This is an optimization exercise on Yosys and OpenROAD, whose aim is small area and few clock cycles per item, not a production implementation.
The RTL was checked by simulation tests, not by an equivalence proof against the original design.
Power is estimated from default activity; no workload was simulated.

===== flow/config.mk =====
export PLATFORM = sky130hd
export DESIGN_NAME = lh_sensor_decoder
export DESIGN_NICKNAME = lh_sensor_decoder
export VERILOG_FILES = /design/flow/design.v
export SDC_FILE = /design/flow/constraint.sdc
export NUM_CORES = 4
export LEC_CHECK = 0
export CAP_MARGIN = 20
export CORE_MARGIN = 2
export CORE_UTILIZATION = 60
export CTS_BUF_LIST = sky130_fd_sc_hd__clkbuf_8
export SLEW_MARGIN = 20

===== flow/constraint.sdc =====
create_clock -name core_clock -period 16.0 [get_ports {clk}]
set_input_delay 3.2000 -clock core_clock [delete_from_list [all_inputs] [get_ports {clk}]]
set_output_delay 3.2000 -clock core_clock [all_outputs]
set_load 0.01 [all_outputs]

===== flow/design.v =====
module lh_sync_match #(
    parameter [31:0] CENTER0 = 32'd3000,
    parameter [31:0] STEP    = 32'd500,
    parameter [31:0] TOL     = 32'd200
) (
    input  wire [31:0] length,
    output reg         match,
    output reg  [2:0]  code
);
    integer k;
    reg [31:0] lo, hi;
    always @* begin
        match = 1'b0;
        code  = 3'd0;
        for (k = 0; k < 8; k = k + 1) begin
            lo = CENTER0 + STEP * k - TOL;
            hi = CENTER0 + STEP * k + TOL;
            if (length >= lo && length <= hi) begin
                match = 1'b1;
                code  = k[2:0];
            end
        end
    end
endmodule
module lh_angle (
    input  wire [18:0]        delta,
    output wire signed [17:0] angle
);
    wire [18:0] d  = delta;
    wire [18:0] nd = ~delta;
    wire w1, w2, w3, w4, w5, w6, w7, w8, w9, w10, w11, w12, w13, w14, w15, w16, w17, w18, w19, w20, w21, w22, w23, w24, w25, w26, w27, w28, w29, w30, w31, w32, w33, w34, w35, w36, w37, w38, w39, w40, w41, w42, w43, w44, w45, w46, w47, w48, w49, w50, w51, w52, w53, w54, w55, w56, w57, w58, w59, w60, w61, w62, w63, w64, w65, w66, w67, w68, w69, w70, w71, w72, w73, w74, w75, w76, w77, w78, w79, w80, w81, w82, w83, w84, w85, w86, w87, w88, w89, w90, w91, w92, w93, w94, w95, w96, w97, w98, w99, w100, w101, w102, w103, w104, w105, w106, w107, w108, w109, w110, w111, w112, w113, w114, w115, w116, w117, w118, w119, w120, w121, w122, w123, w124, w125, w126, w127, w128, w129, w130, w131, w132, w133, w134, w135, w136, w137, w138, w139, w140, w141, w142, w143, w144, w145, w146, w147, w148, w149, w150, w151, w152, w153, w154, w155, w156, w157, w158, w159, w160, w161, w162, w163, w164, w165, w166, w167, w168, w169, w170, w171, w172, w173, w174, w175, w176, w177, w178, w179, w180, w181, w182, w183, w184, w185, w186;
    assign w1 = d[0] ^ nd[4];
    assign w2 = d[0] & nd[4];
    assign w3 = d[1] ^ nd[5];
    assign w4 = d[1] & nd[5];
    assign w5 = d[2] ^ nd[6];
    assign w6 = d[2] & nd[6];
    assign w7 = nd[0] ^ d[3] ^ nd[5];
    assign w8 = (nd[0] & d[3]) | (nd[0] & nd[5]) | (d[3] & nd[5]);
    assign w9 = nd[1] ^ d[4] ^ nd[6];
    assign w10 = (nd[1] & d[4]) | (nd[1] & nd[6]) | (d[4] & nd[6]);
    assign w11 = nd[2] ^ d[5] ^ nd[7];
    assign w12 = (nd[2] & d[5]) | (nd[2] & nd[7]) | (d[5] & nd[7]);
    assign w13 = nd[12] ^ d[15];
    assign w14 = nd[12] & d[15];
    assign w15 = nd[3] ^ d[6] ^ nd[8];
    assign w16 = (nd[3] & d[6]) | (nd[3] & nd[8]) | (d[6] & nd[8]);
    assign w17 = nd[13] ^ d[16];
    assign w18 = nd[13] & d[16];
    assign w19 = w1 ^ d[7] ^ nd[9];
    assign w20 = (w1 & d[7]) | (w1 & nd[9]) | (d[7] & nd[9]);
    assign w21 = nd[14] ^ d[17] ^ 1'b1;
    assign w22 = (nd[14] & d[17]) | (nd[14] & 1'b1) | (d[17] & 1'b1);
    assign w23 = w2 ^ w3 ^ d[8];
    assign w24 = (w2 & w3) | (w2 & d[8]) | (w3 & d[8]);
    assign w25 = nd[10] ^ nd[15] ^ d[18];
    assign w26 = (nd[10] & nd[15]) | (nd[10] & d[18]) | (nd[15] & d[18]);
    assign w27 = w4 ^ w5 ^ d[9];
    assign w28 = (w4 & w5) | (w4 & d[9]) | (w5 & d[9]);
    assign w29 = nd[11] ^ nd[16] ^ 1'b1;
    assign w30 = (nd[11] & nd[16]) | (nd[11] & 1'b1) | (nd[16] & 1'b1);
    assign w31 = w6 ^ d[3] ^ nd[7];
    assign w32 = (w6 & d[3]) | (w6 & nd[7]) | (d[3] & nd[7]);
    assign w33 = d[10] ^ nd[12] ^ nd[17];
    assign w34 = (d[10] & nd[12]) | (d[10] & nd[17]) | (nd[12] & nd[17]);
    assign w35 = d[4] ^ nd[8] ^ d[11];
    assign w36 = (d[4] & nd[8]) | (d[4] & d[11]) | (nd[8] & d[11]);
    assign w37 = nd[13] ^ nd[18];
    assign w38 = nd[13] & nd[18];
    assign w39 = d[0] ^ d[5] ^ nd[9];
    assign w40 = (d[0] & d[5]) | (d[0] & nd[9]) | (d[5] & nd[9]);
    assign w41 = d[12] ^ nd[14] ^ 1'b1;
    assign w42 = (d[12] & nd[14]) | (d[12] & 1'b1) | (nd[14] & 1'b1);
    assign w43 = d[1] ^ d[6] ^ nd[10];
    assign w44 = (d[1] & d[6]) | (d[1] & nd[10]) | (d[6] & nd[10]);
    assign w45 = d[13] ^ nd[15] ^ 1'b1;
    assign w46 = (d[13] & nd[15]) | (d[13] & 1'b1) | (nd[15] & 1'b1);
    assign w47 = d[2] ^ d[7] ^ nd[11];
    assign w48 = (d[2] & d[7]) | (d[2] & nd[11]) | (d[7] & nd[11]);
    assign w49 = d[14] ^ nd[16];
    assign w50 = d[14] & nd[16];
    assign w51 = d[3] ^ d[8] ^ nd[12];
    assign w52 = (d[3] & d[8]) | (d[3] & nd[12]) | (d[8] & nd[12]);
    assign w53 = d[15] ^ nd[17];
    assign w54 = d[15] & nd[17];
    assign w55 = d[4] ^ d[9] ^ nd[13];
    assign w56 = (d[4] & d[9]) | (d[4] & nd[13]) | (d[9] & nd[13]);
    assign w57 = d[16] ^ nd[18];
    assign w58 = d[16] & nd[18];
    assign w59 = d[5] ^ d[10] ^ nd[14];
    assign w60 = (d[5] & d[10]) | (d[5] & nd[14]) | (d[10] & nd[14]);
    assign w61 = d[6] ^ d[11] ^ nd[15];
    assign w62 = (d[6] & d[11]) | (d[6] & nd[15]) | (d[11] & nd[15]);
    assign w63 = d[7] ^ d[12];
    assign w64 = d[7] & d[12];
    assign w65 = d[8] ^ d[13];
    assign w66 = d[8] & d[13];
    assign w67 = d[9] ^ d[14];
    assign w68 = d[9] & d[14];
    assign w69 = nd[0] ^ nd[5];
    assign w70 = nd[0] & nd[5];
    assign w71 = nd[1] ^ nd[6] ^ d[9];
    assign w72 = (nd[1] & nd[6]) | (nd[1] & d[9]) | (nd[6] & d[9]);
    assign w73 = d[0] ^ nd[2] ^ nd[7];
    assign w74 = (d[0] & nd[2]) | (d[0] & nd[7]) | (nd[2] & nd[7]);
    assign w75 = d[1] ^ nd[3] ^ nd[8];
    assign w76 = (d[1] & nd[3]) | (d[1] & nd[8]) | (nd[3] & nd[8]);
    assign w77 = d[2] ^ nd[4] ^ nd[9];
    assign w78 = (d[2] & nd[4]) | (d[2] & nd[9]) | (nd[4] & nd[9]);
    assign w79 = w7 ^ nd[10] ^ d[13];
    assign w80 = (w7 & nd[10]) | (w7 & d[13]) | (nd[10] & d[13]);
    assign w81 = w8 ^ w9 ^ nd[11];
    assign w82 = (w8 & w9) | (w8 & nd[11]) | (w9 & nd[11]);
    assign w83 = w10 ^ w11 ^ w13;
    assign w84 = (w10 & w11) | (w10 & w13) | (w11 & w13);
    assign w85 = w12 ^ w14 ^ w15;
    assign w86 = (w12 & w14) | (w12 & w15) | (w14 & w15);
    assign w87 = w16 ^ w18 ^ w19;
    assign w88 = (w16 & w18) | (w16 & w19) | (w18 & w19);
    assign w89 = w20 ^ w22 ^ w23;
    assign w90 = (w20 & w22) | (w20 & w23) | (w22 & w23);
    assign w91 = w24 ^ w26 ^ w27;
    assign w92 = (w24 & w26) | (w24 & w27) | (w26 & w27);
    assign w93 = w28 ^ w30 ^ w31;
    assign w94 = (w28 & w30) | (w28 & w31) | (w30 & w31);
    assign w95 = w32 ^ w34 ^ w35;
    assign w96 = (w32 & w34) | (w32 & w35) | (w34 & w35);
    assign w97 = w36 ^ w38 ^ w39;
    assign w98 = (w36 & w38) | (w36 & w39) | (w38 & w39);
    assign w99 = w40 ^ w42 ^ w43;
    assign w100 = (w40 & w42) | (w40 & w43) | (w42 & w43);
    assign w101 = w44 ^ w46 ^ w47;
    assign w102 = (w44 & w46) | (w44 & w47) | (w46 & w47);
    assign w103 = w48 ^ w50 ^ w51;
    assign w104 = (w48 & w50) | (w48 & w51) | (w50 & w51);
    assign w105 = w52 ^ w54 ^ w55;
    assign w106 = (w52 & w54) | (w52 & w55) | (w54 & w55);
    assign w107 = w56 ^ w58 ^ w59;
    assign w108 = (w56 & w58) | (w56 & w59) | (w58 & w59);
    assign w109 = w60 ^ w61 ^ d[18];
    assign w110 = (w60 & w61) | (w60 & d[18]) | (w61 & d[18]);
    assign w111 = w62 ^ w63 ^ nd[16];
    assign w112 = (w62 & w63) | (w62 & nd[16]) | (w63 & nd[16]);
    assign w113 = w64 ^ w65 ^ nd[17];
    assign w114 = (w64 & w65) | (w64 & nd[17]) | (w65 & nd[17]);
    assign w115 = w66 ^ w67 ^ nd[18];
    assign w116 = (w66 & w67) | (w66 & nd[18]) | (w67 & nd[18]);
    assign w117 = w68 ^ d[10] ^ d[15];
    assign w118 = (w68 & d[10]) | (w68 & d[15]) | (d[10] & d[15]);
    assign w119 = nd[1] ^ d[4];
    assign w120 = nd[1] & d[4];
    assign w121 = nd[2] ^ d[5];
    assign w122 = nd[2] & d[5];
    assign w123 = nd[3] ^ d[6];
    assign w124 = nd[3] & d[6];
    assign w125 = nd[4] ^ d[7];
    assign w126 = nd[4] & d[7];
    assign w127 = w69 ^ d[8] ^ 1'b1;
    assign w128 = (w69 & d[8]) | (w69 & 1'b1) | (d[8] & 1'b1);
    assign w129 = w70 ^ w71 ^ 1'b1;
    assign w130 = (w70 & w71) | (w70 & 1'b1) | (w71 & 1'b1);
    assign w131 = w72 ^ w73 ^ d[10];
    assign w132 = (w72 & w73) | (w72 & d[10]) | (w73 & d[10]);
    assign w133 = w74 ^ w75 ^ d[11];
    assign w134 = (w74 & w75) | (w74 & d[11]) | (w75 & d[11]);
    assign w135 = w76 ^ w77 ^ d[12];
    assign w136 = (w76 & w77) | (w76 & d[12]) | (w77 & d[12]);
    assign w137 = w78 ^ w79 ^ 1'b1;
    assign w138 = (w78 & w79) | (w78 & 1'b1) | (w79 & 1'b1);
    assign w139 = w80 ^ w81 ^ d[14];
    assign w140 = (w80 & w81) | (w80 & d[14]) | (w81 & d[14]);
    assign w141 = w82 ^ w83 ^ 1'b1;
    assign w142 = (w82 & w83) | (w82 & 1'b1) | (w83 & 1'b1);
    assign w143 = w84 ^ w85 ^ w17;
    assign w144 = (w84 & w85) | (w84 & w17) | (w85 & w17);
    assign w145 = w86 ^ w87 ^ w21;
    assign w146 = (w86 & w87) | (w86 & w21) | (w87 & w21);
    assign w147 = w88 ^ w89 ^ w25;
    assign w148 = (w88 & w89) | (w88 & w25) | (w89 & w25);
    assign w149 = w90 ^ w91 ^ w29;
    assign w150 = (w90 & w91) | (w90 & w29) | (w91 & w29);
    assign w151 = w92 ^ w93 ^ w33;
    assign w152 = (w92 & w93) | (w92 & w33) | (w93 & w33);
    assign w153 = w94 ^ w95 ^ w37;
    assign w154 = (w94 & w95) | (w94 & w37) | (w95 & w37);
    assign w155 = w96 ^ w97 ^ w41;
    assign w156 = (w96 & w97) | (w96 & w41) | (w97 & w41);
    assign w157 = w98 ^ w99 ^ w45;
    assign w158 = (w98 & w99) | (w98 & w45) | (w99 & w45);
    assign w159 = w100 ^ w101 ^ w49;
    assign w160 = (w100 & w101) | (w100 & w49) | (w101 & w49);
    assign w161 = w102 ^ w103 ^ w53;
    assign w162 = (w102 & w103) | (w102 & w53) | (w103 & w53);
    assign w163 = w104 ^ w105 ^ w57;
    assign w164 = (w104 & w105) | (w104 & w57) | (w105 & w57);
    assign w165 = w106 ^ w107 ^ d[17];
    assign w166 = (w106 & w107) | (w106 & d[17]) | (w107 & d[17]);
    assign w167 = w108 ^ w109 ^ 1'b1;
    assign w168 = (w108 & w109) | (w108 & 1'b1) | (w109 & 1'b1);
    assign w169 = w110 ^ w111 ^ 1'b1;
    assign w170 = (w110 & w111) | (w110 & 1'b1) | (w111 & 1'b1);
    assign w171 = w112 ^ w113 ^ 1'b1;
    assign w172 = (w112 & w113) | (w112 & 1'b1) | (w113 & 1'b1);
    assign w173 = w114 ^ w115 ^ 1'b1;
    assign w174 = (w114 & w115) | (w114 & 1'b1) | (w115 & 1'b1);
    assign w175 = w116 ^ w117 ^ 1'b1;
    assign w176 = (w116 & w117) | (w116 & 1'b1) | (w117 & 1'b1);
    assign w177 = w118 ^ d[11] ^ d[16];
    assign w178 = (w118 & d[11]) | (w118 & d[16]) | (d[11] & d[16]);
    assign w179 = d[12] ^ d[17] ^ 1'b1;
    assign w180 = (d[12] & d[17]) | (d[12] & 1'b1) | (d[17] & 1'b1);
    assign w181 = d[13] ^ d[18] ^ 1'b1;
    assign w182 = (d[13] & d[18]) | (d[13] & 1'b1) | (d[18] & 1'b1);
    assign w183 = d[14] ^ 1'b1;
    assign w184 = d[14] & 1'b1;
    assign w185 = d[15] ^ 1'b1;
    assign w186 = d[15] & 1'b1;
    wire [36:0] ra = {d[18], d[17], w186, w184, w182, w180, w178, w176, w174, w172, w170, w168, w166, w164, w162, w160, w158, w156, w154, w152, w150, w148, w146, w144, w142, w140, w138, w136, w134, w132, w130, w128, w126, w124, w122, w120, w119};
    wire [36:0] rb = {1'b1, 1'b0, d[16], w185, w183, w181, w179, w177, w175, w173, w171, w169, w167, w165, w163, w161, w159, w157, w155, w153, w151, w149, w147, w145, w143, w141, w139, w137, w135, w133, w131, w129, w127, w125, w123, w121, 1'b1};
    wire [36:0] sum;
    lh_add #(37) u_add (.a(ra), .b(rb), .cin(1'b0), .s(sum), .cout());
    assign angle = sum[36:19];
endmodule
module lh_csa #(parameter W = 32) (
    input  wire [W-1:0] a,
    input  wire [W-1:0] b,
    input  wire [W-1:0] c,
    output wire [W-1:0] s,
    output wire [W-1:0] co
);
    wire [W-1:0] m = (a & b) | (a & c) | (b & c);
    assign s  = a ^ b ^ c;
    assign co = {m[W-2:0], 1'b0};
endmodule
module lh_add #(parameter W = 32) (
    input  wire [W-1:0] a,
    input  wire [W-1:0] b,
    input  wire         cin,
    output wire [W-1:0] s,
    output wire         cout
);
    reg [W-1:0] g, p, G, P;
    integer l, i, d;
    always @* begin
        p = a ^ b;
        g = a & b;
        g[0] = g[0] | (p[0] & cin);
        G = g;
        P = p;
        for (l = 0; (1 << l) < W; l = l + 1) begin
            d = 1 << l;
            for (i = 0; i < W; i = i + 1)
                if ((i % (2 * d)) == 2 * d - 1) begin
                    G[i] = G[i] | (P[i] & G[i - d]);
                    P[i] = P[i] & P[i - d];
                end
        end
        for (l = 16; l >= 0; l = l - 1) begin
            d = 1 << l;
            if (2 * d < W)
                for (i = 0; i < W; i = i + 1)
                    if (i >= 3 * d - 1 && (i % (2 * d)) == d - 1) begin
                        G[i] = G[i] | (P[i] & G[i - d]);
                        P[i] = P[i] & P[i - d];
                    end
        end
    end
    assign s    = p ^ {G[W-2:0], cin};
    assign cout = G[W-1];
endmodule
module lh_add_cs #(parameter W = 32, parameter LO = 16) (
    input  wire [W-1:0] a,
    input  wire [W-1:0] b,
    input  wire         cin,
    output wire [W-1:0] s,
    output wire         cout
);
    wire [W:0]    c;
    wire [W:LO]   c0, c1;
    wire [W-1:LO] s0, s1;
    assign c[0] = cin;
    genvar i;
    generate
        for (i = 0; i < LO; i = i + 1) begin : g_lo
            assign s[i]   = a[i] ^ b[i] ^ c[i];
            assign c[i+1] = (a[i] & b[i]) | (a[i] & c[i]) | (b[i] & c[i]);
        end
        assign c0[LO] = 1'b0;
        assign c1[LO] = 1'b1;
        for (i = LO; i < W; i = i + 1) begin : g_hi
            assign s0[i]   = a[i] ^ b[i] ^ c0[i];
            assign c0[i+1] = (a[i] & b[i]) | (a[i] & c0[i]) | (b[i] & c0[i]);
            assign s1[i]   = a[i] ^ b[i] ^ c1[i];
            assign c1[i+1] = (a[i] & b[i]) | (a[i] & c1[i]) | (b[i] & c1[i]);
        end
    endgenerate
    assign s[W-1:LO] = c[LO] ? s1 : s0;
    assign cout      = c[LO] ? c1[W] : c0[W];
endmodule
module lh_ootx_decoder (
    input  wire        clk,
    input  wire        rst,
    input  wire        bit_valid,
    input  wire        bit_in,
    input  wire        bit_one,     
    output wire        wr_en,
    output wire [6:0]  wr_addr,
    output wire [15:0] wr_data,
    output wire        done,
    output wire [8:0]  length,
    output wire        padding
);
    reg        in_frame;     
    reg        in_data;      
    reg [16:0] acc;
    reg [6:0]  count;        
    reg [7:0]  half_len;     
    reg        pad;
    wire        word_end = acc[16];
    wire [15:0] word     = acc[15:0];
    wire        too_long = (word[15:8] != 8'd0) || (word[7:2] == 6'h3f && word[1:0] != 2'd0);
    wire [7:0]  half_n   = {1'b0, word[7:1]} + 8'd2 + {7'd0, word[0]};
    wire [7:0]  count_n  = {1'b0, count} + 8'd1;
    assign wr_en   = bit_one && in_frame && in_data && word_end;
    assign wr_addr = count;
    assign wr_data = word;
    assign done    = wr_en && (count_n == half_len);
    assign length  = {half_len, 1'b0};
    assign padding = pad;
    always @(posedge clk) begin
        if (rst) begin
            in_frame <= 1'b0;
            in_data  <= 1'b0;
            acc      <= 17'h1ffff;
        end else if (bit_valid) begin
            if (!in_frame) begin
                if (acc == 17'd0 && bit_in) begin
                    in_frame <= 1'b1;
                    in_data  <= 1'b0;
                    acc      <= 17'd1;
                end else begin
                    acc <= {acc[15:0], bit_in};
                end
            end else if (!word_end) begin
                acc <= {acc[15:0], bit_in};
            end else if (!bit_in || (!in_data && too_long) || done) begin
                in_frame <= 1'b0;
                acc      <= 17'h1ffff;
            end else begin
                in_data <= 1'b1;
                acc     <= 17'd1;
            end
        end
        if (bit_valid && in_frame && word_end && bit_in) begin
            if (!in_data) begin
                half_len <= half_n;
                pad      <= word[0];
                count    <= 7'd0;
            end else begin
                count    <= count_n[6:0];
            end
        end
    end
endmodule
module lh_pulse_classifier #(
    parameter [31:0] T_SHORT  = 32'd720,
    parameter [31:0] T_GAP    = 32'd38400,
    parameter [31:0] T_WINDOW = 32'd384000
) (
    input  wire        clk,
    input  wire        rst,
    input  wire        step,           
    input  wire [31:0] fall_ref,
    input  wire [31:0] rise,
    input  wire [31:0] duty_in,
    output reg  [2:0]  kind,
    output wire [31:0] length,
    output wire [31:0] duty,
    output wire [18:0] delta,
    output wire [1:0]  slot,
    output wire        skip,
    output wire        rotor,
    output wire        data,
    output wire        bit_fwd,
    output wire        bit_one         
);
    localparam [2:0] K_NONE = 3'd0, K_SWEEP_VALID = 3'd1, K_SWEEP_INVALID = 3'd2,
                     K_GUARD = 3'd3, K_SYNC = 3'd4, K_UNMATCHED = 3'd5;
    reg [31:0] zero_time_n;  
    reg        axis;
    reg        lh_bit;
    reg        got_sweep;
    reg        got_skip;
    reg        got_not_skip;
    wire len_co;
    lh_add_cs #(32, 16) u_len (.a(rise), .b(~fall_ref), .cin(1'b1), .s(length), .cout(len_co));
    assign duty = duty_in;
    wire [32:0] ts, tc, t;
    lh_csa #(33) u_tcsa (.a({1'b0, rise}), .b({1'b0, fall_ref}), .c({zero_time_n, 1'b1}),
                         .s(ts), .co(tc));
    lh_add #(33) u_t (.a(ts), .b({tc[32:1], 1'b1}), .cin(1'b1), .s(t), .cout());
    wire [31:0] dfull = {t[32] ^ ~len_co, t[31:1]};
    assign delta = dfull[18:0];
    wire is_sweep = length < T_SHORT;
    wire is_guard = (duty > T_GAP) || got_sweep;
    wire sweep_ok = !got_sweep && got_skip && got_not_skip && (dfull <= T_WINDOW);
    wire       match;
    wire [2:0] code;
    lh_sync_match u_match (
        .length (length),
        .match  (match),
        .code   (code)
    );
    assign skip  = code[2];
    assign rotor = code[0];
    assign data  = code[1];
    assign slot  = {lh_bit, axis};
    wire sweep = step && is_sweep;
    wire guard = step && !is_sweep && is_guard;
    wire sync  = step && !is_sweep && !is_guard && match;
    always @* begin
        if (!step)           kind = K_NONE;
        else if (is_sweep)   kind = sweep_ok ? K_SWEEP_VALID : K_SWEEP_INVALID;
        else if (is_guard)   kind = K_GUARD;
        else if (match)      kind = K_SYNC;
        else                 kind = K_UNMATCHED;
    end
    wire in_k03 = (length >= 32'd2800 && length <= 32'd3200) || (length >= 32'd3300 && length <= 32'd3700) ||
                  (length >= 32'd3800 && length <= 32'd4200) || (length >= 32'd4300 && length <= 32'd4700);
    wire in_k23 = (length >= 32'd3800 && length <= 32'd4200) || (length >= 32'd4300 && length <= 32'd4700);
    wire fwd_ok = step && !is_guard && got_skip;
    assign bit_fwd = fwd_ok && in_k03;
    assign bit_one = fwd_ok && in_k23;
    always @(posedge clk) begin
        if (rst) begin
            got_sweep    <= 1'b0;
            got_skip     <= 1'b0;
            got_not_skip <= 1'b0;
        end else begin
            if (sweep || guard) begin
                got_sweep    <= sweep;
                got_skip     <= 1'b0;
                got_not_skip <= 1'b0;
            end
            if (sync) begin
                if (!skip)
                    got_not_skip <= 1'b1;
                else
                    got_skip     <= 1'b1;
            end
        end
        if (sync) begin
            lh_bit <= skip;
            if (!skip) begin
                zero_time_n <= ~fall_ref;
                axis      <= rotor;
            end
        end
    end
endmodule
module lh_sensor_decoder (
    input  wire               clk,
    input  wire               rst,
    input  wire               in_valid,
    output wire               in_ready,
    input  wire               in_fall_valid,
    input  wire [31:0]        in_fall_ts,
    input  wire               in_rise_valid,
    input  wire [31:0]        in_rise_ts,
    output reg                out_valid,
    output wire [2:0]         out_kind,
    output wire [31:0]        out_length,
    output wire [31:0]        out_duty,
    output wire [1:0]         out_slot,
    output wire signed [17:0] out_angle,
    output wire               out_skip,
    output wire               out_rotor,
    output wire               out_data,
    output wire               out_bit_fwd,
    output wire               ob_we,
    output wire [6:0]         ob_addr,
    output wire [15:0]        ob_wdata,
    output wire               frame_done,
    output wire [8:0]         frame_length,
    output wire               frame_padding
);
    assign in_ready = 1'b1;
    reg [31:0] last_fall;
    reg [31:0] last_rise;
    reg [31:0] duty;         
    reg        rise_v;       
    always @(posedge clk) begin
        if (rst) begin
            out_valid <= 1'b0;
            last_fall <= 32'd0;
            last_rise <= 32'd0;
        end else begin
            out_valid <= in_valid;
            if (in_valid && in_fall_valid)
                last_fall <= in_fall_ts;
            if (in_valid && in_rise_valid)
                last_rise <= in_rise_ts;
        end
        duty      <= duty_n;
        rise_v    <= in_rise_valid;
    end
    wire [31:0] duty_n;
    lh_add_cs #(32, 22) u_duty (.a(in_rise_ts), .b(~last_rise), .cin(1'b1), .s(duty_n), .cout());
    wire bit_one;
    wire step = out_valid && rise_v;      
    wire [2:0]  kind;
    wire        sync_nskip, sync_skip, sweep_or_guard, is_sweep;
    wire [18:0] delta;
    lh_pulse_classifier u_cls (
        .clk            (clk),
        .rst            (rst),
        .step           (step),
        .fall_ref       (last_fall),
        .rise           (last_rise),
        .duty_in        (duty),
        .kind           (kind),
        .length         (out_length),
        .duty           (out_duty),
        .delta          (delta),
        .slot           (out_slot),
        .skip           (out_skip),
        .rotor          (out_rotor),
        .data           (out_data),
        .bit_fwd        (out_bit_fwd),
        .bit_one        (bit_one)
    );
    assign out_kind = kind;
    lh_angle u_angle (
        .delta (delta),
        .angle (out_angle)
    );
    lh_ootx_decoder u_ootx (
        .clk       (clk),
        .rst       (rst),
        .bit_valid (out_bit_fwd),
        .bit_one   (bit_one),
        .bit_in    (out_data),
        .wr_en     (ob_we),
        .wr_addr   (ob_addr),
        .wr_data   (ob_wdata),
        .done      (frame_done),
        .length    (frame_length),
        .padding   (frame_padding)
    );
endmodule

===== flow/flow/run.sh =====
#!/bin/bash
# The standard layout with three changes:
# - ABC maps with flow/abc_speed.script, which runs one area-recovering &nf
#   pass instead of the standard script's repeated delay-oriented passes;
#   the rest of synthesis (synth_recipe.tcl and ORFS's synth.tcl) is unchanged.
# - after synthesis, flow/fa_polarity.py re-chooses which full adders work on
#   complemented signals (a full adder is self-dual) so that fewer inverters
#   are needed; registers and everything else are left as synthesis made them.
# - the port buffers inserted before global placement are the smallest
#   buffer, sky130_fd_sc_hd__buf_1; repair_design and repair_timing still
#   resize them where timing or slew needs it.
# Each tool's output goes to a log file here.
set -euo pipefail
rm -rf scripts_abc
cp -r "$FLOW_HOME/scripts" scripts_abc
cp flow/abc_speed.script scripts_abc/abc_speed.script
ARGS=("SCRIPTS_DIR=$PWD/scripts_abc" 'BUFFER_PORTS_ARGS=-buffer_cell sky130_fd_sc_hd__buf_1')
bash standard.sh "${ARGS[@]}" synth > synth.log 2>&1
R=orfs/results/sky130hd/lh_sensor_decoder/base
cp "$R/1_2_yosys.v" "$R/1_2_yosys.before_polarity.v"
python3 flow/fa_polarity.py "$R/1_2_yosys.before_polarity.v" "$R/1_2_yosys.v" > polarity.log 2>&1
rm -f "$R/1_synth.odb" "$R/1_synth.sdc"
bash standard.sh "${ARGS[@]}" finish > standard.log 2>&1

===== flow/flow/abc_speed.script =====
strash
&get -n
&st
&dch
&nf -R 1000
&st
&syn2
&dch
&nf -R 1000
&put
buffer -c
topo
stime -c
upsize -c
dnsize -c

===== flow/flow/fa_polarity.py =====
#!/usr/bin/env python3
"""Re-choose the polarity of full adders in a mapped sky130hd netlist to use
fewer inverters.  A full adder is self-dual: fa(~a, ~b, ~c) = (~sum, ~cout),
so each fa_1 may compute the complement of its outputs from the complement of
its inputs.  The script removes the inverters (inv_N, clkinv_N), chooses per
full adder whether it works on complements (a local search that lowers the
number of nets that need an inverter), then adds back one inverter per net
whose complement some pin needs.  Inverters that drive a port or a net used
in an assign are kept.  The function of the netlist does not change.
usage: fa_polarity.py in.v out.v"""
import re, sys, random

src = open(sys.argv[1]).read()
m = re.search(r'\bmodule\s+(\w+)', src)
body_start = src.index(';', m.end()) + 1
body_end = src.rindex('endmodule')
head, body, tail = src[:body_start], src[body_start:body_end], src[body_end:]

inst_re = re.compile(r'^\s*(sky130_fd_sc_hd__\w+)\s+(\S+)\s*\((.*?)\);\s*$', re.S | re.M)
pin_re = re.compile(r'\.(\w+)\(\s*([^()]*?)\s*\)')

ports = set()
for d in re.finditer(r'^\s*(input|output|inout)\s+(?:wire\s+)?(\[(\d+):(\d+)\]\s*)?([^;]+);', body, re.M):
    for name in d.group(5).split(','):
        name = name.strip()
        if d.group(2):
            hi, lo = int(d.group(3)), int(d.group(4))
            for i in range(min(hi, lo), max(hi, lo) + 1):
                ports.add('%s[%d]' % (name, i))
        ports.add(name)
assigned = set()
for a in re.finditer(r'^\s*assign\s+(.*?)\s*=\s*(.*?);', body, re.M):
    for s in re.split(r'[{},\s]+', a.group(1) + ' ' + a.group(2)):
        if s:
            assigned.add(s)

OUT = {'X', 'Y', 'Q', 'Q_N', 'COUT', 'SUM', 'HI', 'LO'}
cells = []
for mm in inst_re.finditer(body):
    pins = [(p, s) for p, s in pin_re.findall(mm.group(3))]
    cells.append({'type': mm.group(1), 'name': mm.group(2), 'pins': pins, 'span': mm.span()})

def is_inv(t):
    return re.fullmatch(r'sky130_fd_sc_hd__(clk)?inv_\d+', t) is not None
def is_fa(t):
    return re.fullmatch(r'sky130_fd_sc_hd__fa_\d+', t) is not None

inv_of = {}          # output net of a removable inverter -> its input net
kept = []
for c in cells:
    if is_inv(c['type']):
        d = dict(c['pins'])
        y, a = d['Y'], d['A']
        if y in ports or y in assigned or y.startswith("1'"):
            kept.append(c)
        else:
            inv_of[y] = a
            c['removed'] = True

def base(net):
    """(root net, parity) through removable inverters"""
    q = 0
    while net in inv_of:
        net = inv_of[net]
        q ^= 1
    return net, q

driver = {}
for c in cells:
    if c.get('removed'):
        continue
    for p, s in c['pins']:
        if p in OUT:
            driver[s] = c

fas = [c for c in cells if is_fa(c['type']) and not c.get('removed')]
for i, c in enumerate(fas):
    c['idx'] = i
    outs = [s for p, s in c['pins'] if p in OUT]
    c['frozen'] = any(s in ports or s in assigned for s in outs)

# consumers: root net -> list of (cell or None, parity needed)
uses = {}
for c in cells:
    if c.get('removed'):
        continue
    for p, s in c['pins']:
        if p in OUT or s.startswith("1'"):
            continue
        r, q = base(s)
        uses.setdefault(r, []).append((c, q))
for pt in ports | assigned:
    if pt in inv_of:
        r, q = base(pt)
        uses.setdefault(r, []).append((None, q))

flip = [0] * len(fas)
def fl(c):
    return flip[c['idx']] if c is not None and 'idx' in c else 0

def net_cost(r):
    d = driver.get(r)
    have = fl(d) if d is not None else 0
    return 1 if any((q ^ fl(c)) != have for c, q in uses.get(r, [])) else 0

def nets_of(c):
    return set(base(s)[0] for p, s in c['pins'] if not s.startswith("1'"))

total = sum(net_cost(r) for r in uses)
before = total
random.seed(1)
best = (total, flip[:])
for rnd in range(200):
    improved = False
    order = list(range(len(fas)))
    random.shuffle(order)
    for i in order:
        c = fas[i]
        if c['frozen']:
            continue
        ns = nets_of(c)
        old = sum(net_cost(r) for r in ns)
        flip[i] ^= 1
        new = sum(net_cost(r) for r in ns)
        if new < old or (new == old and random.random() < 0.1):
            total += new - old
            improved = improved or new < old
        else:
            flip[i] ^= 1
    if total < best[0]:
        best = (total, flip[:])
flip[:] = best[1]
total = sum(net_cost(r) for r in uses)

# rebuild
need_inv = {}
k = [0]
def inv_net(r):
    if r not in need_inv:
        k[0] += 1
        need_inv[r] = '_fapol%d_' % k[0]
    return need_inv[r]

def phys(net, c_consumer):
    r, q = base(net)
    d = driver.get(r)
    have = fl(d) if d is not None else 0
    want = q ^ fl(c_consumer)
    return r if want == have else inv_net(r)

def esc(s):
    # an escaped identifier ends at white space
    return s + ' ' if s.startswith('\\') else s

out = []
pos = 0
for c in cells:
    a, b = c['span']
    out.append(body[pos:a])
    pos = b
    if c.get('removed'):
        continue
    pins = []
    for p, s in c['pins']:
        if p in OUT or s.startswith("1'"):
            pins.append((p, s))
        else:
            pins.append((p, phys(s, c)))
    out.append('  %s %s (\n%s\n  );' % (c['type'], c['name'],
               ',\n'.join('    .%s(%s)' % (p, esc(s)) for p, s in pins)))
out.append(body[pos:])
newbody = ''.join(out)
decl = ''.join('  wire %s;\n' % w for w in need_inv.values())
invs = ''.join('  sky130_fd_sc_hd__inv_1 _fapolinv%d_ (\n    .A(%s),\n    .Y(%s)\n  );\n' % (i, r, w)
               for i, (r, w) in enumerate((esc(r), w) for r, w in need_inv.items()))
open(sys.argv[2], 'w').write(head + '\n' + decl + newbody + invs + tail)
sys.stderr.write('fa_polarity: %d removable inverters, %d full adders (%d flipped), %d inverters after (cost before %d)\n'
                 % (len(inv_of), len(fas), sum(flip), len(need_inv), before))

===== flow/standard.sh =====
#!/bin/bash
# synth_recipe.tcl (not shown) runs the flow's synth.tcl, then flattens the netlist and writes it again
# the make line also repeats each setting of config.mk as NAME=value (left out here)
make -C /OpenROAD-flow-scripts/flow DESIGN_CONFIG=/design/flow/config.mk WORK_HOME=/design/flow/orfs CLKGATE_MAP_FILE= SYNTH_SCRIPT=/design/flow/synth_recipe.tcl "${@:-finish}"

==> notes.md, run 1 <==
placed wire-length estimate=26.2 mm; DR pass1 iterations=5; Final Max Tran Viols=0; Worst Setup EP=out_kind[0]; CTS max path bufs=2; Core ar.=0.0217 mm2; Tcrit/Tclk final=95.3%; Avg Cell Area, Syn=9.98 um2; Layout area overhead=10.7%; final wirelength=32.2 mm; mapped cell area=0.0132 mm2; critical path required time=12.80 ns; most numerous cell on the critical path=fa_1; CTS clk-pin slew, worst paths=0.11 ns; I/O Buffers=194; CTS H-tree depth=4; Mapped Nets=1672; setup slack, reg-to-reg=4.03 ns; critical path class=reg -> out; HP Class=reg -> reg; GP Congestion=0.957; Startpoint Class=flop; Worst VDD drop=0.437 mV; TNS Setup=0 ns; reg2reg path depth=59; vias in the first global route=10400; Final Hold Vio Count=0; Die W=152 um; Leakage=6.10 nW; Worst Setup End Kind=primary output; peak fanout along the critical path=11; Worst path slowest cell=or4_4; Reg-to-Reg Start=last_rise[0]; DRC=0; setup violators final=0; CTS tree=built; Arrival @ worst endpoint=12.05 ns; post-route minimum period=15.25 ns; Tightest Pin Transition=0.994 ns; die area=0.0232 mm2; Starting Density=60.8%; Critical R2R Capture=u_ootx.in_data; Via density=5.51; Final Skew=0.0271 ns; post-cts resize count=0; status=complete, no violations; Ports=197; Skew-Pair Late Insertion Delay=0.46 ns; Cell Pwr Density=212 mW/mm2; largest net degree at the start of global routing=88; DR vias=9921; first-pass GRT wire length=53.7 mm; GRT Resource Usage Total=29.0%; synthesized instance count=1322; largest stage delay on the critical path=0.66 ns; RSZ-0062 raised after global routing=false; Root Driver=clkbuf_8; Clock Sinks=170; fin nets=1855; Post-DRT Antenna Nets=0; share of cells above drive strength 1=5.47%; # fillers=1833; DRT iter0 DRCs=569; grt ovf=0; Avg WL per Cell=17.9 um; Rel. slew slack=33.2%; die height=152 um; Post-Place Cells=1765; CP Launch Point=last_rise[0]; Post-CTS Setup Inserts=0; Rows=54; max-cap violations=0; cts hold-fix bufs=0; Synthesis Warnings=6; achievable frequency=65.6 MHz; CTS buffer count=17; non-filler instance count after layout=1802; antenna violations before repair=4
-- sequential cells by signal (all words and copies together), names as in the netlist, 7 cells and up --
| name | flops |
|---|---|
| last_rise | 32 |
| u_ootx.acc | 17 |
| duty | 32 |
| u_ootx.half_len | 8 |
| u_ootx.count | 7 |
| last_fall | 32 |
| u_cls.zero_time_n | 32 |
-- power breakdown --
group          switching [mW]  total, mW  internal (mW)
combinational            1.33       2.30          0.970
clock                   0.171      0.302          0.131
sequential             0.0235      0.494          0.470
-- worst min path at each step --
stage / from / to / slack, ns / cells after the start
finish: last_fall[0] / u_cls.zero_time_n[0] / 0.52 / 1
global route: last_fall[0] / u_cls.zero_time_n[0] / 0.54 / 1
CTS: u_cls.got_not_skip / u_cls.got_not_skip / 0.51 / 2
detailed placement: u_cls.got_not_skip / u_cls.got_not_skip / 0.49 / 2
global placement: u_cls.got_not_skip / u_cls.got_not_skip / 0.48 / 2
floorplan: u_cls.got_not_skip / u_cls.got_not_skip / 0.46 / 2
-- area by class of cell --
type | instances | area (um2) | share of cell area (%)
diodes | 4 | 10.0 | 0.0686
clock buffers | 18 | 248 | 1.70
clock inverters | 14 | 134 | 0.917
inverters | 214 | 803 | 5.50
multi-input cells | 898 | 8330 | 57.0
flip-flops and latches | 170 | 3900 | 26.7
well taps | 280 | 350 | 2.40
repair buffers | 204 | 825 | 5.65
-- metrics by stage --
stage	total power [mW]	instance area (um2)	setup WS, ns	utilization (%)	hold WS (ns)
after floorplan	2.19	13200	2.05	-	0.457
after global placement	2.73	14200	1.44	65.3	0.477
after detailed placement	2.82	14200	1.16	65.3	0.486
after CTS	3.13	14600	0.593	67.1	0.507
after global routing	3.49	14600	0.0576	67.3	0.539
final	3.09	14600	0.750	67.3	0.516
-- layout by cell type, fill, tap and decap left out, types with 8 or more instances in the layout --
master / count
ha_1: 132
clkbuf_8: 18
a31oi_1: 9
a21o_1: 12
nor4_1: 15
nor2_2: 8
nand2_1: 44
nor3_1: 17
edfxtp_1: 50
buf_4: 9
buf_1: 193
a211oi_1: 70
nand4_1: 9
a21oi_1: 75
o21ai_0: 24
nor2_1: 142
dfxtp_1: 120
xnor2_1: 49
inv_1: 215
o21ai_2: 11
fa_1: 149
o21bai_1: 13
nand3_1: 18
xor2_1: 17
nand2b_1: 8
-- layer usage --
| metal | wire (um) | track usage [%] |
|---|---|---|
| met1 | 13800 | 38.5 |
| met2 | 15700 | 47.8 |
| met3 | 2100 | 6.83 |
| met4 | 655 | 8.37 |
| met5 | 0 | 0 |
-- worst max-delay path, delay by kind of cell (launching register included) --
family	cells	cell delay [ns]
xor gates and xnor gates	1	0.15
and+or+nand+nor	13	2.08
AOI/OAI and AO/OA	19	2.89
buffers and inverters	6	0.51
DFF	1	0.35
adders and majority gates	16	5.62
Testbench counts, summed over its fixed seeds: cycles 80,008, polls 80,000.
==> run 2, diff against run 1 <==
--- a/flow/flow/run.sh
+++ b/flow/flow/run.sh
@@ -1,7 +1,7 @@
 #!/bin/bash
 # The standard layout with three changes:
-# - ABC maps with flow/abc_speed.script, which runs one area-recovering &nf
-#   pass instead of the standard script's repeated delay-oriented passes;
+# - ABC maps with flow/abc_speed.script, which runs two area-recovering &nf
+#   passes (-R 1000) instead of the standard script's delay-oriented ones;
 #   the rest of synthesis (synth_recipe.tcl and ORFS's synth.tcl) is unchanged.
 # - after synthesis, flow/fa_polarity.py re-chooses which full adders work on
 #   complemented signals (a full adder is self-dual) so that fewer inverters
==> flow/flow/abc_speed.script (replaced) <==
strash
&get -n
&st
&dch
&nf -R 1000
&st
&syn2
&dch
&nf -R 1000
&put
topo
stime -c
upsize -c
dnsize -c
==> run 2 against run 1 <==
Net effect: global-route usage is 1.1 points lower; routed wire length is 3.3% lower; synthesized area is 0.82% lower; clock skew is 0.0035 ns lower; clock power is 4% higher; non-clock buffer count is 4 lower; flip-flop and latch count stayed put; final area is 0.11% higher; maximum frequency is 0.55% higher; final cell count is 0.39% lower; power is 2.7% higher; worst setup slack better by 0.084 ns; critical endpoint unchanged; largest cell class unchanged.
==> notes.md, run 2 <==
synthesized instance count=1286 (-2.7%); largest stage delay on the critical path=0.64 ns (-0.02 ns); GP Congestion=0.966 (+0.92%); Leakage=6.03 nW (-1.2%); Final Hold Vio Count=0 (unchanged); critical path class=reg -> out; fin nets=1851 (-0.22%); CTS clk-pin slew, worst paths=0.10 ns (about the same); most numerous cell on the critical path=fa_1; Reg-to-Reg Start=last_rise[0]; DRT iter0 DRCs=479 (-16%); achievable frequency=65.9 MHz (+0.55%); Final Worst Setup Slack=0.834 ns (+0.0839 ns); Final Skew=0.0236 ns (-0.00349 ns); RSZ-0062 raised after global routing=false; antenna violations before repair=2 (-2); Avg WL per Cell=17.4 um (-2.9%); Clock Sinks=170 (unchanged); GRT Resource Usage Total=27.9% (-1.1 points); area of the multi-input gates=0.00838 mm2 (+0.69%); CTS tree=built; reg2reg path depth=51 (-14%); Mapped Nets=1636 (-2.2%); worst hold stages=2 (+1); Via density=5.52 (+0.27%); Rel. slew slack=31.9% (-1.4 points); Startpoint Class=flop; Layout area overhead=11.7%; largest net degree at the start of global routing=88 (unchanged); met3 Track Usage GR=5.99% (-0.84 points); CTS H-tree depth=4 (unchanged); Critical path buffers and inverters=6 (unchanged); CTS buffer count=17 (unchanged); global routing usage on met2=46.2% (-1.6 points); Die W=152 um (-0.40%); Worst path slowest cell=or4_4; # fillers=1804 (-1.6%); hold path endpoint=u_ootx.in_frame; GRT busiest layer=met2; critical path required time=12.80 ns (about the same); cts hold-fix bufs=0 (unchanged); highest-count cells in the layout ignoring fill and taps=inv_1 (195), buf_1 (193), fa_1 (148); Core ar.=0.0216 mm2 (-0.31%); Avg Cell Area, Syn=10.2 um2 (+2.0%); setup slack, reg-to-reg=3.55 ns (-0.48 ns); Tcrit/Tclk final=94.8% (-0.52 points); HP Class=reg -> reg; grt ovf=0 (unchanged); mapped cell area=0.0131 mm2 (-0.82%); worst slack, placed=0.956 ns (-0.200 ns); max-cap violations=0 (unchanged); Post-DRT Antenna Nets=0 (unchanged); die height=152 um (-0.40%); final wirelength=31.2 mm (-3.3%); share of cells above drive strength 1=5.55% (+0.080 points); FF+latch area=0.00390 mm2 (unchanged); Worst Setup End Kind=primary output; Crit path max-delay family=adder cells; die area=0.0230 mm2 (-0.79%); first-pass GRT wire length=49.6 mm (-7.7%); hold_sp=u_ootx.in_frame; Arrival @ worst endpoint=11.97 ns (-0.08 ns); DR pass1 iterations=6 (+1); DR vias=9909 (-0.12%); Worst VDD drop=0.339 mV (-22%); Final Max Tran Viols=0 (unchanged); placed wire-length estimate=25.3 mm (-3.6%); Tightest Pin Transition=1.02 ns (+0.0283 ns); Root Driver=clkbuf_8; DRC=0 (unchanged); status=complete, no violations; Critical R2R Capture=u_cls.zero_time_n[20]; Post-CTS Setup Inserts=0 (unchanged); commonest non-fill, non-tap cell in the layout=inv_1; Rows=54 (unchanged); setup violators final=0 (unchanged); post-route minimum period=15.17 ns (-0.0839 ns); Skew-Pair Late Insertion Delay=0.46 ns (about the same); met1 Use GR=38.1% (-0.32 points); Ports=197 (unchanged); Synthesis Warnings=6 (unchanged); vias in the first global route=9711 (-6.2%); Starting Density=60.5% (-0.31 points); peak fanout along the critical path=11 (unchanged); TNS Setup=0 ns (unchanged); Cell Pwr Density=217 mW/mm2 (+2.6%); I/O Buffers=194 (unchanged); CTS max path bufs=2 (unchanged)
==> run 2: metrics by stage <==
| stage | hold WS, ns | total power, mW | instance area (um2) | util, % | std cells |
|---|---|---|---|---|---|
| 2_1_floorplan | 0.457 | 2.20 | 13100 | - | 1286 |
| 3_3_place_gp | 0.478 | 2.81 | 14200 | 65.7 | 1762 |
| 3_5_place_dp | 0.483 | 2.88 | 14200 | 65.7 | 1762 |
| 4_1_cts | 0.496 | 3.21 | 14600 | 67.5 | 1794 |
| 5_1_grt | 0.519 | 3.55 | 14600 | 67.6 | 1794 |
| 6_report | 0.503 | 3.18 | 14600 | 67.6 | 1795 |
==> run 2: layout make-up <==
type	instances	area share [%]
Clock inverter	15	1.12
Antenna cell	1	0.0171
Sequential cell	170	26.7
Timing Repair Buffer	200	5.30
Clock buffer	17	1.60
Tap cell	280	2.40
Multi-Input combinational cell	898	57.4
Inverter	214	5.50
==> run 2: worst min-delay path, stage by stage, from the launching register on <==
cell and delay, ns:
dfxtp_1 0.33, o21ai_0 0.07, a21oi_1 0.06
==> run 2: how the worst max path moves through the flow <==
stage                     slack (ns)  cells after the start         start           to
after CTS                       0.46                     56  last_rise[0]  out_kind[0]
final                           0.83                     53  last_rise[0]  out_kind[0]
after global placement          1.36                     56  last_rise[0]  out_kind[0]
after floorplan                 2.15                     54  last_rise[0]  out_kind[0]
after global routing            0.04                     55  last_rise[0]  out_kind[0]
after detailed placement        0.96                     56  last_rise[0]  out_kind[0]
==> run 2: layer usage <==
metal  wire length (um)  share of wire [%]
met2              14900                 48
met1              13600                 44
met3               2190                7.0
met5                 13              0.042
met4                427                1.4
==> run 2: report_power, final <==
part           internal (mW)  leakage [nW]  switching (mW)  total, mW
Sequential             0.470          1.47          0.0235      0.494
Combinational          0.996          4.36            1.37       2.37
Clock                  0.143         0.205           0.173      0.315
==> run 2: repair_timing <==
item / CTS / global route
setup endpoints to repair: 0 / 2
hold endpoints to repair: 0 / 0
gates resized for setup: 0 / 3
==> run 3, diff against run 2 <==
==> flow/flow/abc_speed.script (replaced) <==
strash
&get -n
&st
&dch
&nf -R 1000
&st
&syn2
&dch
&nf -R 1000
&put
buffer -c
topo
stime -c
upsize -c
dnsize -c
==> run 3 against run 2 <==
Net effect: still clean; worst setup slack worse by 0.084 ns; first-iteration DRC count is 19% higher; utilization is 0.29 points lower; hold slack better by 0.014 ns; synthesized cell count grew 2.8%; maximum frequency fell by 0.55%; combinational power fell by 3%; non-clock buffer count grew 4; global-route usage rose by 1.1 points; count of clock-buffer cells in the layout is 1 higher; largest power group unchanged.
==> notes.md, run 3 <==
met2 WL=15.7 mm (+5.1%); Arrival @ worst endpoint=12.05 ns (+0.08 ns); synthesized instance count=1322 (+2.8%); Skew-Pair Late Insertion Delay=0.46 ns (about the same); Worst VDD drop=0.437 mV (+29%); critical path required time=12.80 ns (about the same); achievable frequency=65.6 MHz (-0.55%); die area=0.0232 mm2 (+0.80%); Leakage=6.10 nW (+1.2%); Ports=197 (unchanged); largest net degree at the start of global routing=88 (unchanged); Tightest Pin Transition=0.994 ns (-0.0283 ns); TNS Setup=0 ns (unchanged); commonest non-fill, non-tap cell in the layout=inv_1; Tcrit/Tclk final=95.3% (+0.52 points); Post-Place Cells=1765 (+0.17%); DR pass1 iterations=5 (-1); CTS H-tree depth=4 (unchanged); first-pass GRT wire length=53.7 mm (+8.3%); fin nets=1855 (+0.22%); non-filler instance count after layout=1802 (+0.39%); DRC=0 (unchanged); antenna violations before repair=4 (+2); CTS tree=built; Placement Cell Area=0.0142 mm2 (-0.18%); most numerous cell on the critical path=fa_1; # fillers=1833 (+1.6%); CTS clk-pin slew, worst paths=0.11 ns (about the same); finished layout cell area=0.0146 mm2 (-0.11%); Clock power frac=9.7% (-0.2 points); Clock Sinks=170 (unchanged); status=complete, no violations; Avg Cell Area, Syn=9.98 um2 (-1.9%); Seq pwr share=16.0% (+0.5 points); mapped cell area=0.0132 mm2 (+0.82%); Layout Utilization=67.3% (-0.29 points); die height=152 um (+0.40%); Starting Density=60.8% (+0.31 points); met3 WL=2.10 mm (-3.9%); final wirelength=32.2 mm (+3.4%); GRT Resource Usage Total=29.0% (+1.1 points); final worst hold slack=0.516 ns (+0.0135 ns); HP Class=reg -> reg; placed wire-length estimate=26.2 mm (+3.7%); Synthesis Warnings=6 (unchanged); grt ovf=0 (unchanged); Crit path max-delay family=adder cells; Startpoint Class=flop; Via density=5.51 (-0.27%); Worst path slowest cell=or4_4; max-cap violations=0 (unchanged); Avg WL per Cell=17.9 um (+3.0%); I/O Buffers=194 (unchanged); Critical path buffers and inverters=6 (unchanged); internal power=1.57 mW (-2.4%); highest-count cells in the layout ignoring fill and taps=inv_1 (215), buf_1 (193), fa_1 (149); Net Sw Frac=49.2% (-0.12 points); Comb pwr share=74.3% (-0.2 points); share of cells above drive strength 1=5.47% (-0.080 points); DR vias=9921 (+0.12%); Met1 Routed Length=13.8 mm (+1.2%); DRT iter0 DRCs=569 (+19%); Root Driver=clkbuf_8; Final Hold Vio Count=0 (unchanged); setup violators final=0 (unchanged); Worst Setup End Kind=primary output; Switch Pwr=1.52 mW (-2.8%); Die W=152 um (+0.40%); Rows=54 (unchanged); Cell Pwr Density=212 mW/mm2 (-2.5%); post-route minimum period=15.25 ns (+0.0839 ns); Post-CTS Setup Inserts=0 (unchanged); Core ar.=0.0217 mm2 (+0.31%); Final Skew=0.0271 ns (+0.00349 ns); Rel. slew slack=33.2% (+1.4 points); RSZ-0062 raised after global routing=false; CTS max path bufs=2 (unchanged); highest routed layer=met4; critical path class=reg -> out; Final Max Tran Viols=0 (unchanged); largest stage delay on the critical path=0.66 ns (+0.02 ns); GP Congestion=0.957 (-0.91%); vias in the first global route=10400 (+6.6%); cts hold-fix bufs=0 (unchanged); Post-DRT Antenna Nets=0 (unchanged); Mapped Nets=1672 (+2.2%); peak fanout along the critical path=11 (unchanged); Layout area overhead=10.7%; CTS buffer count=17 (unchanged)
-- run 3: worst paths after layout --
path	from	end	slack, ns	depth (start not counted)
worst min register to register	last_fall[0]	u_cls.zero_time_n[0]	0.52	1
worst max register to register	last_rise[0]	u_ootx.in_data	4.03	59
worst max-delay path	last_rise[0]	out_kind[0]	0.75	55
worst min-delay path	last_fall[0]	u_cls.zero_time_n[0]	0.52	1
-- run 3: cell type report --
cell class	count	area, um2	share of cell area (%)
multi-input combinational	898	8330	57.0
sequential	170	3900	26.7
timing repair buffer	204	825	5.65
inverter	214	803	5.50
tap	280	350	2.40
clock buffer	18	248	1.70
clock inverter	14	134	0.917
antenna	4	10.0	0.0686
-- run 3: layer usage --
layer,GRT usage (%),vias to the layer above
met3,6.83,52
met2,47.8,291
met5,0,-
met1,38.5,4783
li1,-,4795
met4,8.37,0
-- run 3: per-stage QoR --
stage | setup WS (ns) | power (mW)
3_3_place_gp | 1.44 | 2.73
4_1_cts | 0.593 | 3.13
3_5_place_dp | 1.16 | 2.82
2_1_floorplan | 2.05 | 2.19
5_1_grt | 0.0576 | 3.49
6_report | 0.750 | 3.09
-- run 3: what timing repair did --
item / CTS / global route
endpoints found under the hold margin: 0 / 0
endpoints found under the setup margin: 0 / 1
resized for setup: 0 / 2
-- run 3: worst register-to-register path, delay by kind of cell, from the launching register on --
family / cells / cell delay [ns]
xor+xnor: 1 / 0.15
flops: 1 / 0.35
buf+inv: 8 / 0.78
fa+ha+maj: 16 / 5.62
compound gates: 16 / 2.09
simple gates: 18 / 2.85
-- run 3: power by group through the flow --
stage / Clock [mW] / Combinational, mW / Sequential (mW)
after floorplan: 0 / 1.68 / 0.507
after CTS: 0.305 / 2.33 / 0.494
after global routing: 0.324 / 2.66 / 0.498
after detailed placement: 0 / 2.31 / 0.504
final: 0.302 / 2.30 / 0.494
after global placement: 0 / 2.22 / 0.503
==> run 4, diff against run 3 <==
--- a/flow/config.mk
+++ b/flow/config.mk
@@ -7,6 +7,6 @@
 export LEC_CHECK = 0
 export CAP_MARGIN = 20
 export CORE_MARGIN = 2
-export CORE_UTILIZATION = 60
+export CORE_UTILIZATION = 75
 export CTS_BUF_LIST = sky130_fd_sc_hd__clkbuf_8
 export SLEW_MARGIN = 20
==> run 4 against run 3 <==
Net effect: still clean on timing, DRC and antenna; hold slack better by 0.0019 ns; clock power grew 5%; global-route usage up 11 points; worst setup slack lost 0.16 ns; critical path depth shrank 4; synthesized cell count did not move.
==> notes.md, run 4 <==
final worst hold slack=0.518 ns (+0.00192 ns); post-route minimum period=15.41 ns (+0.159 ns); Rows=48 (-11%); Die W=137 um (-10%); commonest non-fill, non-tap cell in the layout=inv_1; Core ar.=0.0172 mm2 (-21%); die height=137 um (-10%); Avg Cell Area, Syn=9.98 um2 (unchanged); Starting Density=76.5% (+16 points); achievable frequency=64.9 MHz (-1.0%); Via density=6.18 (+12%); mapped cell area=0.0132 mm2 (unchanged); internal power=1.60 mW (+2.1%); area of the multi-input gates=0.00834 mm2 (+0.15%); Tightest Pin Transition=0.970 ns (-0.0237 ns); # fillers=954 (-48%); Seq pwr share=15.6% (-0.4 points); peak fanout along the critical path=11 (unchanged); Tcrit/Tclk final=96.3% (+0.99 points); fin nets=1854 (-0.054%); largest net degree at the start of global routing=88 (unchanged); Worst VDD drop=0.767 mV (+75%); Net Sw Frac=49.5% (+0.27 points); final wirelength=35.4 mm (+9.6%); Rel. slew slack=34.8% (+1.6 points); largest stage delay on the critical path=0.67 ns (about the same); CTS tree=built; DRT iter0 DRCs=901 (+58%); Crit path max-delay family=adder cells; Mapped Nets=1672 (unchanged); Worst Setup End Kind=primary output; DRC=0 (unchanged); Critical path buffers and inverters=6 (unchanged); Final Skew=0.0195 ns (-0.00758 ns); antenna violations before repair=1 (-3); Post-DRT Antenna Nets=0 (unchanged); GRT Resource Usage Total=39.6% (+11 points); Layout Utilization=84.3% (+17 points); finished layout cell area=0.0145 mm2 (-0.47%); Leakage=6.11 nW (about the same); CTS buffer count=17 (unchanged); setup violators final=0 (unchanged); critical path class=reg -> out; Root Driver=clkbuf_8; Post-Place Cells=1710 (-3.1%); TNS Setup=0 ns (unchanged); RSZ-0062 raised after global routing=false; Avg WL per Cell=20.3 um (+13%); Layout area overhead=10.1%; Synthesis Warnings=6 (unchanged); GP Congestion=0.916 (-4.3%); Final Hold Vio Count=0 (unchanged); DR pass1 iterations=6 (+1); max-cap violations=0 (unchanged); I/O Buffers=194 (unchanged); Final Max Tran Viols=0 (unchanged); Comb pwr share=74.4% (about the same); HP Class=reg -> reg; Skew-Pair Late Insertion Delay=0.48 ns (+0.02 ns); Switch Pwr=1.57 mW (+3.2%); synthesized instance count=1322 (unchanged); Placement Cell Area=0.0141 mm2 (-0.53%); highest-count cells in the layout ignoring fill and taps=inv_1 (215), buf_1 (193), fa_1 (148); grt ovf=0 (unchanged); most numerous cell on the critical path=fa_1; Ports=197 (unchanged); die area=0.0187 mm2 (-20%); CTS max path bufs=2 (unchanged); placed wire-length estimate=27.4 mm (+4.3%); non-filler instance count after layout=1744 (-3.2%); critical path required time=12.80 ns (about the same); CTS H-tree depth=4 (unchanged); Startpoint Class=flop; Clock power frac=10.0% (+0.3 points); share of cells above drive strength 1=5.47% (about the same); vias in the first global route=11300 (+9.6%); FF+latch area=0.00390 mm2 (unchanged); DR vias=10800 (+8.7%); Clock Sinks=170 (unchanged); Arrival @ worst endpoint=12.21 ns (+0.16 ns); CTS clk-pin slew, worst paths=0.10 ns (about the same); status=complete, no violations; first-pass GRT wire length=56.2 mm (+4.7%); Worst path slowest cell=or4_4; Cell Pwr Density=218 mW/mm2 (+3.1%)
## run 4: area by class of cell
| cell class | instances | share of cell area (%) |
|---|---|---|
| tap | 225 | 1.94 |
| multi-input combinational | 898 | 57.4 |
| antenna | 2 | 0.0344 |
| clock buffer | 17 | 1.61 |
| inverter | 214 | 5.53 |
| sequential | 170 | 26.9 |
| timing repair buffer | 203 | 5.48 |
| clock inverter | 15 | 1.15 |
## run 4: stage by stage
stage / setup slack [ns] / total power, mW
2_1_floorplan: 2.05 / 2.19
3_3_place_gp: 1.44 / 2.69
3_5_place_dp: 0.854 / 2.86
4_1_cts: 0.189 / 3.18
5_1_grt: 0.0346 / 3.52
6_report: 0.591 / 3.17
## run 4: final timing paths
| kind | start | to | slack [ns] | depth (start not counted) |
|---|---|---|---|---|
| max reg2reg | last_rise[0] | u_ootx.in_data | 3.84 | 54 |
| max | last_rise[0] | out_kind[0] | 0.59 | 51 |
| min | u_ootx.in_frame | u_ootx.in_frame | 0.52 | 2 |
| min reg2reg | u_ootx.in_frame | u_ootx.in_frame | 0.52 | 2 |
## run 4: power groups by stage
stage	Sequential (mW)	Combinational (mW)	Clock, mW
2_1_floorplan	0.507	1.68	0
3_3_place_gp	0.503	2.19	0
3_5_place_dp	0.505	2.36	0
4_1_cts	0.495	2.37	0.315
5_1_grt	0.498	2.69	0.331
6_report	0.496	2.36	0.316
## run 4: repair_timing
item                       in CTS  in global routing
resized for setup               0                  5
setup buffers                   0                  0
hold buffers                    0                  0
setup endpoints to repair       0                  2
## run 4: worst register-to-register path, delay by kind of cell, from the launching register on
family / cells / cell delay (ns)
buf+inv: 7 / 0.69
xor+xnor: 1 / 0.13
compound gates: 13 / 1.89
flops: 1 / 0.34
simple gates: 17 / 3.23
fa+ha+maj: 16 / 5.72
## run 4: routing by layer
layer	vias up	part of all wire, %	GRT usage (%)
li1	4796	-	-
met1	5222	36	47.0
met2	599	49	66.9
met3	168	8.9	9.78
met4	0	5.5	20.6
met5	-	0	0
==> run 5, diff against run 4 <==
--- a/flow/flow/run.sh
+++ b/flow/flow/run.sh
@@ -1,5 +1,5 @@
 #!/bin/bash
-# The standard layout with three changes:
+# The standard layout with four changes:
 # - ABC maps with flow/abc_speed.script, which runs two area-recovering &nf
 #   passes (-R 1000) instead of the standard script's delay-oriented ones;
 #   the rest of synthesis (synth_recipe.tcl and ORFS's synth.tcl) is unchanged.
@@ -9,12 +9,15 @@
 # - the port buffers inserted before global placement are the smallest
 #   buffer, sky130_fd_sc_hd__buf_1; repair_design and repair_timing still
 #   resize them where timing or slew needs it.
+# - clock tree synthesis runs without dummy loads (-dont_use_dummy_load),
+#   with sky130_fd_sc_hd__clkbuf_8 as its buffer and clusters of up to 24 sinks.
 # Each tool's output goes to a log file here.
 set -euo pipefail
 rm -rf scripts_abc
 cp -r "$FLOW_HOME/scripts" scripts_abc
 cp flow/abc_speed.script scripts_abc/abc_speed.script
-ARGS=("SCRIPTS_DIR=$PWD/scripts_abc" 'BUFFER_PORTS_ARGS=-buffer_cell sky130_fd_sc_hd__buf_1')
+ARGS=("SCRIPTS_DIR=$PWD/scripts_abc" 'BUFFER_PORTS_ARGS=-buffer_cell sky130_fd_sc_hd__buf_1'
+      'CTS_ARGS=-sink_clustering_enable -repair_clock_nets -buf_list sky130_fd_sc_hd__clkbuf_8 -dont_use_dummy_load -sink_clustering_size 24 -sink_clustering_max_diameter 120')
 bash standard.sh "${ARGS[@]}" synth > synth.log 2>&1
 R=orfs/results/sky130hd/lh_sensor_decoder/base
 cp "$R/1_2_yosys.v" "$R/1_2_yosys.before_polarity.v"
--- a/flow/config.mk
+++ b/flow/config.mk
@@ -7,6 +7,6 @@
 export LEC_CHECK = 0
 export CAP_MARGIN = 20
 export CORE_MARGIN = 2
-export CORE_UTILIZATION = 75
+export CORE_UTILIZATION = 60
 export CTS_BUF_LIST = sky130_fd_sc_hd__clkbuf_8
 export SLEW_MARGIN = 20
==> run 5 against run 4 <==
Net effect: global-route usage is 11 points lower; die area is 24% higher; largest power group unchanged; critical path depth is 4 higher; sequential power hardly changed; synthesized area stayed put.
==> notes.md, run 5 <==
CP Launch Point=last_rise[0]; Worst VDD drop=0.438 mV (-43%); critical path class=reg -> out; Tightest Pin Transition=1.02 ns (+0.0535 ns); Mapped Nets=1672 (unchanged); vias in the first global route=10300 (-8.9%); GRT Resource Usage Total=28.9% (-11 points); Avg Cell Area, Syn=9.98 um2 (unchanged); critical path required time=12.80 ns (about the same); Post-CTS Setup Inserts=0 (unchanged); HP Class=reg -> reg; Final Max Tran Viols=0 (unchanged); CTS H-tree depth=4 (unchanged); Post-DRT Antenna Nets=0 (unchanged); Skew-Pair Late Insertion Delay=0.46 ns (-0.02 ns); DR vias=9922 (-8.0%); Root Driver=clkbuf_8; Final Hold Vio Count=0 (unchanged); share of cells above drive strength 1=4.59% (-0.88 points); Tcrit/Tclk final=95.1% (-1.2 points); final wirelength=32.2 mm (-8.8%); achievable frequency=65.7 MHz (+1.2%); setup slack, reg-to-reg=4.03 ns (+0.19 ns); status=complete, no violations; Die W=152 um (+11%); Core ar.=0.0217 mm2 (+26%); Layout area overhead=9.54%; Avg WL per Cell=18.0 um (-11%); CTS tree=built; Rows=54 (+13%); grt ovf=0 (unchanged); Ports=197 (unchanged); Worst path slowest cell=or4_4; first-pass GRT wire length=53.6 mm (-4.6%); Starting Density=60.8% (-16 points); synthesized instance count=1322 (unchanged); TNS Setup=0 ns (unchanged); DRT iter0 DRCs=621 (-31%); path length in cells of the critical path=55 (+7.8%); DRC=0 (unchanged); DR pass1 iterations=5 (-1); Rel. slew slack=31.2% (-3.6 points); Via density=5.55 (-10%); Leakage=6.03 nW (-1.3%); fin nets=1855 (+0.054%); Reg-to-Reg Start=last_rise[0]; Layout Utilization=66.6% (-18 points); Met1 Routed Length=13.7 mm (+6.7%); Startpoint Class=flop; Worst Setup EP=out_kind[0]; Critical R2R Capture=u_ootx.count[0]; met3 WL=2.18 mm (-31%); placed wire-length estimate=26.2 mm (-4.2%); I/O Buffers=194 (unchanged); commonest non-fill, non-tap cell in the layout=inv_1; largest net degree at the start of global routing=88 (unchanged); CTS max path bufs=2 (unchanged); die area=0.0232 mm2 (+24%); max-cap violations=0 (unchanged); Arrival @ worst endpoint=12.02 ns (-0.19 ns); post-route minimum period=15.22 ns (-0.190 ns); antenna violations before repair=4 (+3); Clock Sinks=170 (unchanged); setup violators final=0 (unchanged); Cell Pwr Density=209 mW/mm2 (-4.2%); highest-count cells in the layout ignoring fill and taps=inv_1 (214), buf_1 (193), fa_1 (149); Critical path buffers and inverters=6 (unchanged); CTS buffer count=17 (unchanged); mapped cell area=0.0132 mm2 (unchanged); peak fanout along the critical path=11 (unchanged); most numerous cell on the critical path=fa_1; die height=152 um (+11%); Final Skew=0.0461 ns (+0.0266 ns); Crit path max-delay family=adder cells; reg2reg path depth=54 (unchanged); highest routed layer=met4; Worst Setup End Kind=primary output; CTS clk-pin slew, worst paths=0.10 ns (about the same); RSZ-0062 raised after global routing=false; met2 WL=15.7 mm (-9.8%); GP Congestion=0.957 (+4.5%); largest stage delay on the critical path=0.67 ns (about the same); Synthesis Warnings=6 (unchanged)
[run 5: worst register-to-register path, delay by kind of cell (launching register included)]
family	cells	cell delay [ns]
compound gates	15	2.03
simple gates	16	2.99
buf+inv	6	0.50
flops	1	0.34
fa+ha+maj	16	5.62
xor+xnor	1	0.15
[run 5: timing repair]
action	in CTS	in global routing
hold buffers	0	0
endpoints found under the setup margin	0	1
gates resized for setup	0	2
[run 5: layout make-up]
type                            count  area (um2)
Inverter                          214         803
Antenna cell                        4        10.0
Sequential cell                   170        3900
Timing Repair Buffer              204         825
Clock buffer                       17         234
Multi-Input combinational cell    898        8330
Tap cell                          280         350
Fill cell                        1868        7240
[run 5: stage by stage]
step	instances	cell area [um2]	hold WS, ns	setup slack, ns	power (mW)
4_1_cts	1782	14400	0.489	0.609	3.06
5_1_grt	1785	14400	0.517	0.0800	3.42
3_5_place_dp	1765	14200	0.486	1.16	2.82
2_1_floorplan	1322	13200	0.457	2.05	2.19
6_report	1787	14500	0.494	0.781	3.03
3_3_place_gp	1765	14200	0.477	1.44	2.73
[run 5: metal layers]
layer  track usage (%)  vias to the layer above
met5                 0                        -
met4              8.77                        0
li1                  -                     4782
met3              7.00                       53
met2              47.6                      316
met1              38.3                     4771
[run 5: how the worst min path moves through the flow]
stage                        from                    to  slack [ns]  depth (start not counted)
6_report             last_fall[0]  u_cls.zero_time_n[0]        0.49                          1
4_1_cts              last_fall[0]  u_cls.zero_time_n[0]        0.49                          1
3_3_place_gp   u_cls.got_not_skip    u_cls.got_not_skip        0.48                          2
5_1_grt              last_fall[0]  u_cls.zero_time_n[0]        0.52                          1
2_1_floorplan  u_cls.got_not_skip    u_cls.got_not_skip        0.46                          2
3_5_place_dp   u_cls.got_not_skip    u_cls.got_not_skip        0.49                          2
[run 5: power breakdown]
part | switching, mW | internal (mW) | total [mW]
sequential | 0.0236 | 0.471 | 0.494
combinational | 1.33 | 0.970 | 2.30
clock | 0.137 | 0.0940 | 0.231

separate check: timing with driven ports:
The flow's constraints put no driver on any port. The routed layouts listed below were extracted and timed again, unchanged, in two steps.
Step 1 assumes that a clkbuf_16 drives the clock port and a buf_2 every other input.
Step 2 also shifts input and output timing later by t, the mid clock arrival at the registers, as if the neighbouring blocks saw the same clock.
Three values: no drivers, after step 1, after step 2; two values: the first two.
run	t, ns	setup WS [ns]	latest minus earliest clock arrival (ns)
run 1	0.491	0.750 / 0.708 / 1.200	0.027 / 0.027
run 2	0.492	0.834 / 0.791 / 1.284	0.024 / 0.023
run 3	0.491	0.750 / 0.708 / 1.200	0.027 / 0.027
run 4	0.511	0.591 / 0.548 / 1.059	0.020 / 0.020
run 5	0.483	0.781 / 0.739 / 1.222	0.046 / 0.046
After both steps setup and hold are still met in every run listed.
